Background: an optimization exercise with open tools, aiming at small area, a short achievable clock period and few clock cycles per item. Do not read the settings as production practice. Where RTL was checked, it was by simulation tests only, not by an equivalence proof against the original. Power and IR drop assume default switching activity.

==> 05-23 <==
Design pixel_packer, start of the top module:
module pixel_packer #(
    parameter OUTBUF_BYTES = 128
) (
    input  wire        clk,
    input  wire        rst,           
    input  wire        req_valid,
    output wire        req_ready,
    input  wire        req_sp,        
    input  wire        req_we,        
    input  wire [29:0] req_addr,
    input  wire [31:0] req_wdata,
    output reg         resp_valid,
    output reg  [31:0] resp_rdata,
    output wire        irq
);
clock: 12.0 ns
lec_check: 0
abc_clock_period_in_ps: 3000
cap_margin: 20
core_margin: 2
core_utilization: 55
cts_cluster_diameter: 80
cts_cluster_size: 20
slew_margin: 20
standard.sh (not shown) runs the stock make flow with config.mk's settings and CLKGATE_MAP_FILE= SYNTH_SCRIPT=/design/flow/synth_recipe.tcl, a recipe that flattens the netlist after the stock synthesis.
==> flow/flow/run.sh <==
#!/bin/bash
# The standard layout (the standard.sh: ORFS synthesis to finish), with
# two changes to how it is made:
# - repair_timing is asked for extra setup slack at the design's 12 ns
#   clock, so that the resizer keeps working on paths well below the period;
# - every input and output port still gets its buffer from buffer_ports, but
#   a buf_2 rather than the small delay cell it picks by default.
set -e
export SETUP_SLACK_MARGIN=8.3
export BUFFER_PORTS_ARGS="-buffer_cell sky130_fd_sc_hd__buf_2"
bash standard.sh > standard.log 2>&1
==> 07-26 (differences from 05-23) <==
--- a/flow/design.v
+++ b/flow/design.v
@@ -119,12 +119,13 @@
     reg  [23:0] pal [0:7];   
     reg  [7:0]  pal_v;
     reg         planes_v;    
     reg  [7:0]  fw;          
     reg  [7:0]  pb;          
     reg         two;         
+    reg  [7:0]  pbfw;        
     wire busy = (state == ST_BUSY);
     reg         ready_q;
     reg         a_v, a_sp, a_we, a_hiz0, a_hiz1, a_regw;
     reg  [7:0]  a_addr;
     reg  [31:0] a_wd;
     reg  [6:0]  eq;
@@ -222,26 +223,22 @@
         m1_q   <= g_m1;
     end
     wire       cap_ok_q = z_q || (!b_q && (prod_q <= (m1_q ? 12'd64 : 12'd128)));
     wire [7:0] pbytes_q = z_q ? 8'd0 : prod_q[7:0];
     wire [3:0] cur_n   = m0 ? 4'd7 : 4'd3;
     wire       align_ok = m1 ? (width[2:0] == 3'd0) : !width[0];
-    reg  st_pend, cfg_chg, cfg_chg2, hold2;
-    wire whm    = w_mode || w_width || w_height;
-    wire fresh  = !cfg_chg && !cfg_chg2;
-    wire st_run = (start || st_pend) && fresh;
+    reg st_p2, st_wait, cfg_chg;
+    wire st_run = st_p2;
     reg rst_q;    
     always @(posedge clk) begin
         rst_q <= rst;
         if (rst) begin
             ready_q <= 1'b1;
-            hold2   <= 1'b0;
             a_v     <= 1'b0;
         end else begin
-            ready_q <= !(fire && start_like && (whm || cfg_chg)) && !hold2;
-            hold2   <= fire && start_like && whm;
+            ready_q <= !(fire && start_like) && !(start && cfg_chg);
             a_v     <= fire;
         end
     end
     reg        w_en;
     reg  [5:0] w_slot;
     reg  [13:0] w_d;
@@ -288,20 +285,20 @@
             pal_len    <= 8'd0;
             inten      <= 2'd0;
             pos_x      <= 10'd0;
             pos_y      <= 16'd0;
             acc0       <= 8'd0;
             acc1       <= 8'd0;
-            st_pend    <= 1'b0;
+            st_p2      <= 1'b0;
+            st_wait    <= 1'b0;
             cfg_chg    <= 1'b0;
-            cfg_chg2   <= 1'b0;
             pal_v      <= 8'd0;
         end else begin
-            st_pend  <= (start || st_pend) && !fresh;
-            cfg_chg  <= whm;
-            cfg_chg2 <= cfg_chg;
+            st_p2   <= (start && !cfg_chg) || st_wait;
+            st_wait <= start && cfg_chg;
+            cfg_chg <= !busy && (w_mode || w_width || w_height);
             if (st_run) begin
                 dropped <= 1'b0;
                 pos_x   <= 10'd0;
                 pos_y   <= 16'd0;
                 acc0    <= 8'd0;
                 acc1    <= 8'd0;
@@ -312,12 +309,13 @@
                 end else if (!cap_ok_q) begin
                     state <= ST_ERROR; err_kind <= 2'd2; err_detail <= 3'd2;
                 end else begin
                     state <= ST_BUSY;  err_kind <= 2'd0; err_detail <= 3'd0;
                     fw   <= 8'd0;
                     pb   <= pbytes_q;
+                    pbfw <= pbytes_q;
                     two <= m1;
                 end
             end
             if (abort) begin
                 state      <= ST_IDLE;
                 dropped    <= 1'b0;
@@ -347,13 +345,16 @@
                 end else if (!found) begin
                     state <= ST_ERROR; err_kind <= 2'd3; err_detail <= 3'd0;
                 end else begin
                     acc0  <= acc0_next;
                     if (m1) acc1 <= acc1_next;
                     pos_x <= pos_x + 10'd1;
-                    if (last_in_byte) fw <= fw + 8'd1;
+                    if (last_in_byte) begin
+                        fw   <= fw + 8'd1;
+                        pbfw <= pbfw + 8'd1;
+                    end
                 end
             end
             if (w_rowend && busy) begin
                 if (y_at_h) begin
                     state <= ST_ERROR; err_kind <= 2'd2; err_detail <= 3'd5;
                 end else if (!x_at_w) begin
@@ -374,31 +375,44 @@
             end
         end
     end
     wire [6:0] ra     = a_addr[6:0];
     wire       in_rng = a_sp && a_hiz && !a_addr[7];
     wire       ge_pb  = two && ({1'b0, ra} >= pb);
+    wire       rok    = in_rng && (({1'b0, ra} < fw) || (ge_pb && ({1'b0, ra} < pbfw)));
     wire [6:0] rdiff  = ra - pb[6:0];
-    wire       rok    = in_rng && (({1'b0, ra} < fw) || (ge_pb && ({1'b0, rdiff} < fw)));
     wire [5:0] rslot  = !two ? ra[6:1] : ge_pb ? rdiff[5:0] : ra[5:0];
     reg        r_v;
     reg [7:0]  r_hi;
     reg        r_half, r_red, r_pend;
     reg [7:0]  r_lo;
-    reg        r_rs;         
-    reg [4:0]  r_off;
+    reg [7:0]  r_pal;
+    reg        r_status, r_mode, r_width, r_height, r_planes, r_pallen, r_inten;
+    reg        r_outlen, r_errpos, r_errrgb, r_pos, r_acc, r_caps;
     integer j;
     always @(posedge clk) begin
         r_v <= !rst && a_v && !a_we;
         for (j = 0; j < 8; j = j + 1) r_hi[j] <= rok && (rslot[5:3] == j);
         for (j = 0; j < 8; j = j + 1) r_lo[j] <= (rslot[2:0] == j);
         r_half <= ra[0];
         r_red  <= ge_pb;
         r_pend <= rok && !two && fw[0] && (ra[6:1] == fw[6:1]) && !ra[0];
-        r_rs  <= reg_sel && !off[5];
-        r_off <= off[4:0];
+        for (j = 0; j < 8; j = j + 1)  r_pal[j] <= reg_sel && is_pal && (off[2:0] == j);
+        r_status <= reg_sel && (off == O_STATUS);
+        r_mode   <= reg_sel && (off == O_MODE);
+        r_width  <= reg_sel && (off == O_WIDTH);
+        r_height <= reg_sel && (off == O_HEIGHT);
+        r_planes <= reg_sel && (off == O_PLANES);
+        r_pallen <= reg_sel && (off == O_PAL_LEN);
+        r_inten  <= reg_sel && (off == O_INTEN);
+        r_outlen <= reg_sel && (off == O_OUT_LEN);
+        r_errpos <= reg_sel && (off == O_ERR_POS);
+        r_errrgb <= reg_sel && (off == O_ERR_RGB);
+        r_pos    <= reg_sel && (off == O_POS);
+        r_acc    <= reg_sel && (off == O_ACC);
+        r_caps   <= reg_sel && (off == O_CAPS);
     end
     integer k;
     wire irq_now = ((state == ST_DONE) && inten[0]) || ((state == ST_ERROR) && inten[1]);
     wire err_st  = (state == ST_ERROR);
     wire len_st  = (state == ST_BUSY) || (state == ST_DONE);
     wire [7:0] out_len = two ? {pb[6:0], 1'b0} : pb;
@@ -411,32 +425,12 @@
     wire [5:0] g0 = dec3(slot[4:0]);
     wire [5:0] g1 = dec3(slot[9:5]);
     wire [7:0] bw8 = {slot[12], slot[10], g1[2:0], g0[2:0]};
     wire [7:0] rd8 = {slot[13], slot[11], g1[5:3], g0[5:3]};
     wire [5:0] s6  = r_pend ? prev6 : r_half ? slot[11:6] : slot[5:0];
     wire [7:0] out_byte = two ? (r_red ? rd8 : bw8) : {1'b0, s6[5:3], 1'b0, s6[2:0]};
-    wire [7:0] r_pal;
-    genvar gp;
-    generate
-        for (gp = 0; gp < 8; gp = gp + 1) begin : g_rpal
-            assign r_pal[gp] = r_rs && (r_off == 5'h10 + gp);
-        end
-    endgenerate
-    wire r_status = r_rs && (r_off == O_STATUS);
-    wire r_mode   = r_rs && (r_off == O_MODE);
-    wire r_width  = r_rs && (r_off == O_WIDTH);
-    wire r_height = r_rs && (r_off == O_HEIGHT);
-    wire r_planes = r_rs && (r_off == O_PLANES);
-    wire r_pallen = r_rs && (r_off == O_PAL_LEN);
-    wire r_inten  = r_rs && (r_off == O_INTEN);
-    wire r_outlen = r_rs && (r_off == O_OUT_LEN);
-    wire r_errpos = r_rs && (r_off == O_ERR_POS);
-    wire r_errrgb = r_rs && (r_off == O_ERR_RGB);
-    wire r_pos    = r_rs && (r_off == O_POS);
-    wire r_acc    = r_rs && (r_off == O_ACC);
-    wire r_caps   = r_rs && (r_off == O_CAPS);
     reg [31:0] rdata;
     always @(*) begin
         rdata = 32'd0;
         rdata[7:0] = out_byte;
         for (k = 0; k < 8; k = k + 1)
             rdata = rdata | ({32{r_pal[k] && pal_v[k]}} & {8'd0, pal[k]});
==> flow/flow/run.sh (replaced) <==
#!/bin/bash
# The standard layout (the standard.sh: ORFS synthesis to finish), with
# two changes to how it is made:
# - repair_timing is asked for extra setup slack at the design's 12 ns
#   clock, so that the resizer keeps working on paths well below the period;
# - every input and output port still gets its buffer from buffer_ports, but
#   a buf_4 rather than the small delay cell it picks by default.
set -e
export SETUP_SLACK_MARGIN=8.5
export BUFFER_PORTS_ARGS="-buffer_cell sky130_fd_sc_hd__buf_4"
bash standard.sh > standard.log 2>&1
--- a/flow/config.mk
+++ b/flow/config.mk
@@ -5,10 +5,10 @@
 export SDC_FILE = /design/flow/constraint.sdc
 export NUM_CORES = 4
 export LEC_CHECK = 0
 export ABC_CLOCK_PERIOD_IN_PS = 3000
 export CAP_MARGIN = 20
 export CORE_MARGIN = 2
-export CORE_UTILIZATION = 55
+export CORE_UTILIZATION = 40
 export CTS_CLUSTER_DIAMETER = 80
 export CTS_CLUSTER_SIZE = 20
 export SLEW_MARGIN = 20
==> results.txt <==
| item | 07-26 | 05-23 |
|---|---|---|
| Met3 routed wirelength | 30.6 mm | 25.1 mm |
| Proportion of synthesized chip area in sequential cells | 69.8% | 69.8% |
| Routed metal-1 wirelength | 80.1 mm | 76.9 mm |
| Period utilisation layout | 31.5% | 31.6% |
| Run status | no timing/DRC/antenna violations | no timing/DRC/antenna violations |
| Adder-cell share of the synthesized area | 1.92% | 1.88% |
| Proportion of synthesized area in mux cells | 0.690% | 0.504% |
| Startpoint of the most critical setup path | resp_rdata[7] | resp_rdata[3] |
| Post-layout minimum cycle time | 3.78 ns | 3.79 ns |
| Worst setup margin | 8.22 ns | 8.21 ns |
| Number of flip-flops and latches | 1473 | 1451 |
| Worst IR drop on VDD | 112 uV | 134 uV |
| TritonCTS Buffers | 92 | 83 |
| Layout overhead on the synthesized area | 13.5% | 9.91% |
| TritonRoute pass-1 iters | 11 | 9 |
Testbench counts of 05-23, summed over its fixed seeds: cycles 22,305, pixels 14,924.
Testbench counts of 07-26, summed over its fixed seeds: cycles 22,353, pixels 14,924.

---

==> inputs of job 9120 <==
pixel_packer, a different RTL version from the one above (not shown whole).
==> flow/config.mk <==
export PLATFORM = sky130hd
export DESIGN_NAME = pixel_packer
export DESIGN_NICKNAME = pixel_packer
export VERILOG_FILES = /design/flow/design.v
export SDC_FILE = /design/flow/constraint.sdc
export NUM_CORES = 4
export LEC_CHECK = 0
export ABC_CLOCK_PERIOD_IN_PS = 3000
export CAP_MARGIN = 20
export CORE_MARGIN = 2
export CORE_UTILIZATION = 40
export SLEW_MARGIN = 20
==> flow/constraint.sdc <==
create_clock -name core_clock -period 12.0 [get_ports {clk}]
set_input_delay 2.4000 -clock core_clock [delete_from_list [all_inputs] [get_ports {clk}]]
set_output_delay 2.4000 -clock core_clock [all_outputs]
set_load 0.01 [all_outputs]
==> flow/flow/run.sh <==
#!/bin/bash
# The standard layout (the standard.sh: ORFS synthesis to finish),
# with repair_timing asked for 8 ns of setup slack at the design's 12 ns
# clock, so that the resizer keeps working on paths well below the period.
set -e
export SETUP_SLACK_MARGIN=8
bash standard.sh > standard.log 2>&1
==> job 7470: changes against job 9120 <==
--- a/flow/design.v
+++ b/flow/design.v
@@ -48,16 +48,17 @@
     reg  [9:0]  pos_x;       
     reg  [15:0] pos_y;
     reg  [7:0]  acc0;
     reg  [7:0]  acc1;
     reg  [23:0] pal [0:7];
     reg  [7:0]  fw;          
     reg  [7:0]  pb;          
     reg         two;         
+    reg  [7:0]  pbfw;        
     wire busy = (state == ST_BUSY);
     reg         ready_q;
     reg         a_v, a_sp, a_we, a_hiz;
     reg  [7:0]  a_addr;
     reg  [31:0] a_wd;
     assign req_ready = ready_q;
     wire fire = req_valid && ready_q;
     wire start_like = !req_sp && req_we && (req_addr[7:0] == 8'd0) && req_wdata[0];
@@ -118,23 +119,26 @@
     reg  [7:0]  g_l;
     always @(posedge clk) begin
         g_zero <= (height == 16'd0) || (wq == 15'd0);
         g_big  <= !(h_sml && (wq[14:8] == 7'd0)) && !(w_sml && (height[15:8] == 8'd0));
         g_m1   <= m1;
         g_s    <= h_sml ? height[3:0] : wq[3:0];
         g_l    <= h_sml ? wq[7:0] : height[7:0];
     end
-    wire [11:0] prod = g_s * g_l;
-    reg         cap_ok_q;
-    reg  [7:0]  pbytes_q;
+    reg  [11:0] prod_q;
+    reg         z_q, b_q, m1_q;
     always @(posedge clk) begin
-        cap_ok_q <= g_zero || (!g_big && (prod <= (g_m1 ? 12'd64 : 12'd128)));
-        pbytes_q <= g_zero ? 8'd0 : prod[7:0];
+        prod_q <= g_s * g_l;
+        z_q    <= g_zero;
+        b_q    <= g_big;
+        m1_q   <= g_m1;
     end
+    wire       cap_ok_q = z_q || (!b_q && (prod_q <= (m1_q ? 12'd64 : 12'd128)));
+    wire [7:0] pbytes_q = z_q ? 8'd0 : prod_q[7:0];
     wire [3:0] cur_n   = m0 ? 4'd7 : 4'd3;
     wire       align_ok = m1 ? (width[2:0] == 3'd0) : !width[0];
     reg st_p2, st_wait, cfg_chg;
     wire st_run = st_p2;
     always @(posedge clk) begin
         a_sp   <= req_sp;
         a_we   <= req_we;
         a_hiz  <= (req_addr[29:8] == 22'd0);
@@ -206,18 +210,19 @@
                 if (pal_len != {4'd0, cur_n}) begin
                     state <= ST_ERROR; err_kind <= 2'd1; err_detail <= 3'd0;
                 end else if (!align_ok) begin
                     state <= ST_ERROR; err_kind <= 2'd2; err_detail <= 3'd1;
                 end else if (!cap_ok_q) begin
                     state <= ST_ERROR; err_kind <= 2'd2; err_detail <= 3'd2;
                 end else begin
                     state <= ST_BUSY;  err_kind <= 2'd0; err_detail <= 3'd0;
-                    fw  <= 8'd0;
-                    pb  <= pbytes_q;
+                    fw   <= 8'd0;
+                    pb   <= pbytes_q;
+                    pbfw <= pbytes_q;
                     two <= m1;
                 end
             end
             if (abort) begin
                 state      <= ST_IDLE;
                 dropped    <= 1'b0;
                 err_kind   <= 2'd0;
                 err_detail <= 3'd0;
@@ -245,17 +250,20 @@
                     state <= ST_ERROR; err_kind <= 2'd2; err_detail <= 3'd3;
                 end else if (!found) begin
                     state <= ST_ERROR; err_kind <= 2'd3; err_detail <= 3'd0;
                     err_rgb <= key;
                 end else begin
                     acc0  <= acc0_next;
                     if (m1) acc1 <= acc1_next;
                     pos_x <= pos_x + 10'd1;
-                    if (last_in_byte) fw <= fw + 8'd1;
+                    if (last_in_byte) begin
+                        fw   <= fw + 8'd1;
+                        pbfw <= pbfw + 8'd1;
+                    end
                 end
             end
             if (w_rowend && busy) begin
                 if (y_at_h) begin
                     state <= ST_ERROR; err_kind <= 2'd2; err_detail <= 3'd5;
                 end else if (!x_at_w) begin
                     state <= ST_ERROR; err_kind <= 2'd2; err_detail <= 3'd4;
                 end else begin
@@ -269,66 +277,79 @@
                 if (!y_at_h) begin
                     state <= ST_ERROR; err_kind <= 2'd2; err_detail <= 3'd6;
                 end else begin
                     state <= ST_DONE;
                 end
             end
         end
     end
-    wire [6:0] ra    = a_addr[6:0];
-    wire [7:0] rdiff = {1'b0, ra} - pb;
-    wire       upper = two && !rdiff[7];           
-    wire [6:0] rk    = upper ? rdiff[6:0] : ra;
-    wire [6:0] rp    = upper ? {1'b1, rdiff[5:0]} : ra;
-    wire       rok   = a_hiz && !a_addr[7] && ({1'b0, rk} < fw);
-    reg        r_v, r_out, r_ok, r_reg, r_pal;
-    reg  [6:0] r_p;
-    reg  [5:0] r_off;
+    wire [6:0] ra     = a_addr[6:0];
+    wire       in_rng = a_sp && a_hiz && !a_addr[7];
+    wire       ge_pb  = two && ({1'b0, ra} >= pb);
+    wire       rok    = in_rng && (({1'b0, ra} < fw) || (ge_pb && ({1'b0, ra} < pbfw)));
+    wire [6:0] rdiff  = ra - pb[6:0];
+    wire [6:0] rp     = ge_pb ? {1'b1, rdiff[5:0]} : ra;
+    reg        r_v;
+    reg [15:0] r_hi;
+    reg [7:0]  r_lo;
+    reg [7:0]  r_pal;
+    reg        r_status, r_mode, r_width, r_height, r_planes, r_pallen, r_inten;
+    reg        r_outlen, r_errpos, r_errrgb, r_pos, r_acc, r_caps;
+    integer j;
     always @(posedge clk) begin
-        r_v   <= !rst && a_v && !a_we;
-        r_out <= a_sp;
-        r_ok  <= rok;
-        r_p   <= rp;
-        r_reg <= reg_sel;
-        r_pal <= reg_sel && is_pal;
-        r_off <= off;
+        r_v <= !rst && a_v && !a_we;
+        for (j = 0; j < 16; j = j + 1) r_hi[j] <= rok && (rp[6:3] == j);
+        for (j = 0; j < 8; j = j + 1)  r_lo[j] <= (rp[2:0] == j);
+        for (j = 0; j < 8; j = j + 1)  r_pal[j] <= reg_sel && is_pal && (off[2:0] == j);
+        r_status <= reg_sel && (off == O_STATUS);
+        r_mode   <= reg_sel && (off == O_MODE);
+        r_width  <= reg_sel && (off == O_WIDTH);
+        r_height <= reg_sel && (off == O_HEIGHT);
+        r_planes <= reg_sel && (off == O_PLANES);
+        r_pallen <= reg_sel && (off == O_PAL_LEN);
+        r_inten  <= reg_sel && (off == O_INTEN);
+        r_outlen <= reg_sel && (off == O_OUT_LEN);
+        r_errpos <= reg_sel && (off == O_ERR_POS);
+        r_errrgb <= reg_sel && (off == O_ERR_RGB);
+        r_pos    <= reg_sel && (off == O_POS);
+        r_acc    <= reg_sel && (off == O_ACC);
+        r_caps   <= reg_sel && (off == O_CAPS);
     end
     wire irq_now = ((state == ST_DONE) && inten[0]) || ((state == ST_ERROR) && inten[1]);
     wire err_st  = (state == ST_ERROR);
     wire len_st  = (state == ST_BUSY) || (state == ST_DONE);
-    reg [31:0] reg_rdata;
+    wire [7:0] out_len = two ? {pb[6:0], 1'b0} : pb;
+    reg [31:0] rdata;
+    integer k;
     always @(*) begin
-        reg_rdata = 32'd0;
-        if (r_pal) begin
-            reg_rdata = {8'd0, pal[r_off[2:0]]};
-        end else if (r_reg) begin
-            case (r_off)
-                O_STATUS:  reg_rdata = {20'd0, 1'b0, err_detail, 2'd0, err_kind, irq_now, dropped, state};
-                O_MODE:    reg_rdata = {30'd0, mode};
-                O_WIDTH:   reg_rdata = {16'd0, width};
-                O_HEIGHT:  reg_rdata = {16'd0, height};
-                O_PLANES:  reg_rdata = planes;
-                O_PAL_LEN: reg_rdata = {24'd0, pal_len};
-                O_INTEN:   reg_rdata = {30'd0, inten};
-                O_OUT_LEN: reg_rdata = len_st ? {24'd0, two ? {pb[6:0], 1'b0} : pb} : 32'd0;
-                O_ERR_POS: reg_rdata = err_st ? {pos_y, 6'd0, pos_x} : 32'd0;
-                O_ERR_RGB: reg_rdata = {8'd0, err_rgb};
-                O_POS:     reg_rdata = {pos_y, 6'd0, pos_x};
-                O_ACC:     reg_rdata = {16'd0, acc1, acc0};
-                O_CAPS:    reg_rdata = OUTBUF_BYTES;
-                default:   reg_rdata = 32'd0;
-            endcase
-        end
+        rdata = 32'd0;
+        for (k = 0; k < OUTBUF_BYTES; k = k + 1)
+            rdata[7:0] = rdata[7:0] | ({8{r_hi[k / 8] && r_lo[k % 8]}} & outbuf_flat[8*k +: 8]);
+        for (k = 0; k < 8; k = k + 1)
+            rdata = rdata | ({32{r_pal[k]}} & {8'd0, pal[k]});
+        rdata = rdata
+            | ({32{r_status}} & {20'd0, 1'b0, err_detail, 2'd0, err_kind, irq_now, dropped, state})
+            | ({32{r_mode}}   & {30'd0, mode})
+            | ({32{r_width}}  & {16'd0, width})
+            | ({32{r_height}} & {16'd0, height})
+            | ({32{r_planes}} & planes)
+            | ({32{r_pallen}} & {24'd0, pal_len})
+            | ({32{r_inten}}  & {30'd0, inten})
+            | ({32{r_outlen && len_st}} & {24'd0, out_len})
+            | ({32{r_errpos && err_st}} & {pos_y, 6'd0, pos_x})
+            | ({32{r_errrgb}} & {8'd0, err_rgb})
+            | ({32{r_pos}}    & {pos_y, 6'd0, pos_x})
+            | ({32{r_acc}}    & {16'd0, acc1, acc0})
+            | ({32{r_caps}}   & OUTBUF_BYTES);
     end
-    wire [7:0] out_byte = outbuf_flat[8*r_p +: 8];
     reg irq_q;
     assign irq = irq_q;
     always @(posedge clk) begin
-        resp_rdata <= r_out ? {24'd0, r_ok ? out_byte : 8'd0} : reg_rdata;
+        resp_rdata <= rdata;
         if (rst) begin
             resp_valid <= 1'b0;
             irq_q      <= 1'b0;
         end else begin
             resp_valid <= r_v;
             irq_q      <= irq_now;
         end
     end
==> flow/flow/run.sh (replaced) <==
#!/bin/bash
# The standard layout (the standard.sh: ORFS synthesis to finish),
# with repair_timing asked for extra setup slack at the design's 12 ns
# clock, so that the resizer keeps working on paths well below the period.
set -e
export SETUP_SLACK_MARGIN=8.5
bash standard.sh > standard.log 2>&1
==> key figures <==
Status
  – Status: no timing/DRC/antenna violations

Cells and area
  – Clock buffer cells: 223

Worst setup path
  – Worst path slowest cell: or4_4

Power
  – Sw Ratio: 22.3%

Routing
  – Wire per inst: 39.4 µm
(the above is from job 7470)
==> key figures <==
Routing
  – Wire per inst: 27.8 µm

Power
  – Sw Ratio: 21.6%
  – Comb pwr: 421 µW

Status
  – Status: no timing/DRC/antenna violations

Cells and area
  – Most common cell after layout, fill and taps aside: edfxtp_1
  – Clock buffer cells: 205

Worst setup path
  – Worst path slowest cell: dfxtp_1
(the above is from job 9120)
No functional check of the RTL was part of any run of this note.

[afterwards: timing with drivers on the ports]
In the flow no input, the clock included, has a driving cell. The finished layouts below were timed again as built, in two steps. Step 1 sets driving cells, clkbuf_16 on the clock port and buf_2 on the other inputs (assumed; they add their load-dependent delay and slew). Step 2, shift: input delay + t, output delay - t, t = (earliest + latest rising clock arrival at the registers) / 2. This alone moves slack from input paths to output paths. a / b / c = no drivers / after step 1 / after step 2; a / b = the first two.
run | shift t [ns] | setup WS [ns] | clock arrival spread, ns | worst data-port slew with drivers (ns)
05-23 | 0.774 | 8.211 / 8.137 / 7.580 | 0.042 / 0.041 | 0.07
07-26 | 0.818 | 8.224 / 8.141 / 7.913 | 0.086 / 0.086 | 0.07
job 9120 | 0.867 | 8.061 / 7.987 / 7.282 | 0.040 / 0.041 | 0.33
job 7470 | 0.905 | 8.316 / 8.249 / 7.525 | 0.079 / 0.080 | 0.04
After both steps every run listed still meets setup and hold. For job 7470, which loses most, drivers alone change the setup slack by -0.067 ns; drivers and shift together by -0.791 ns.
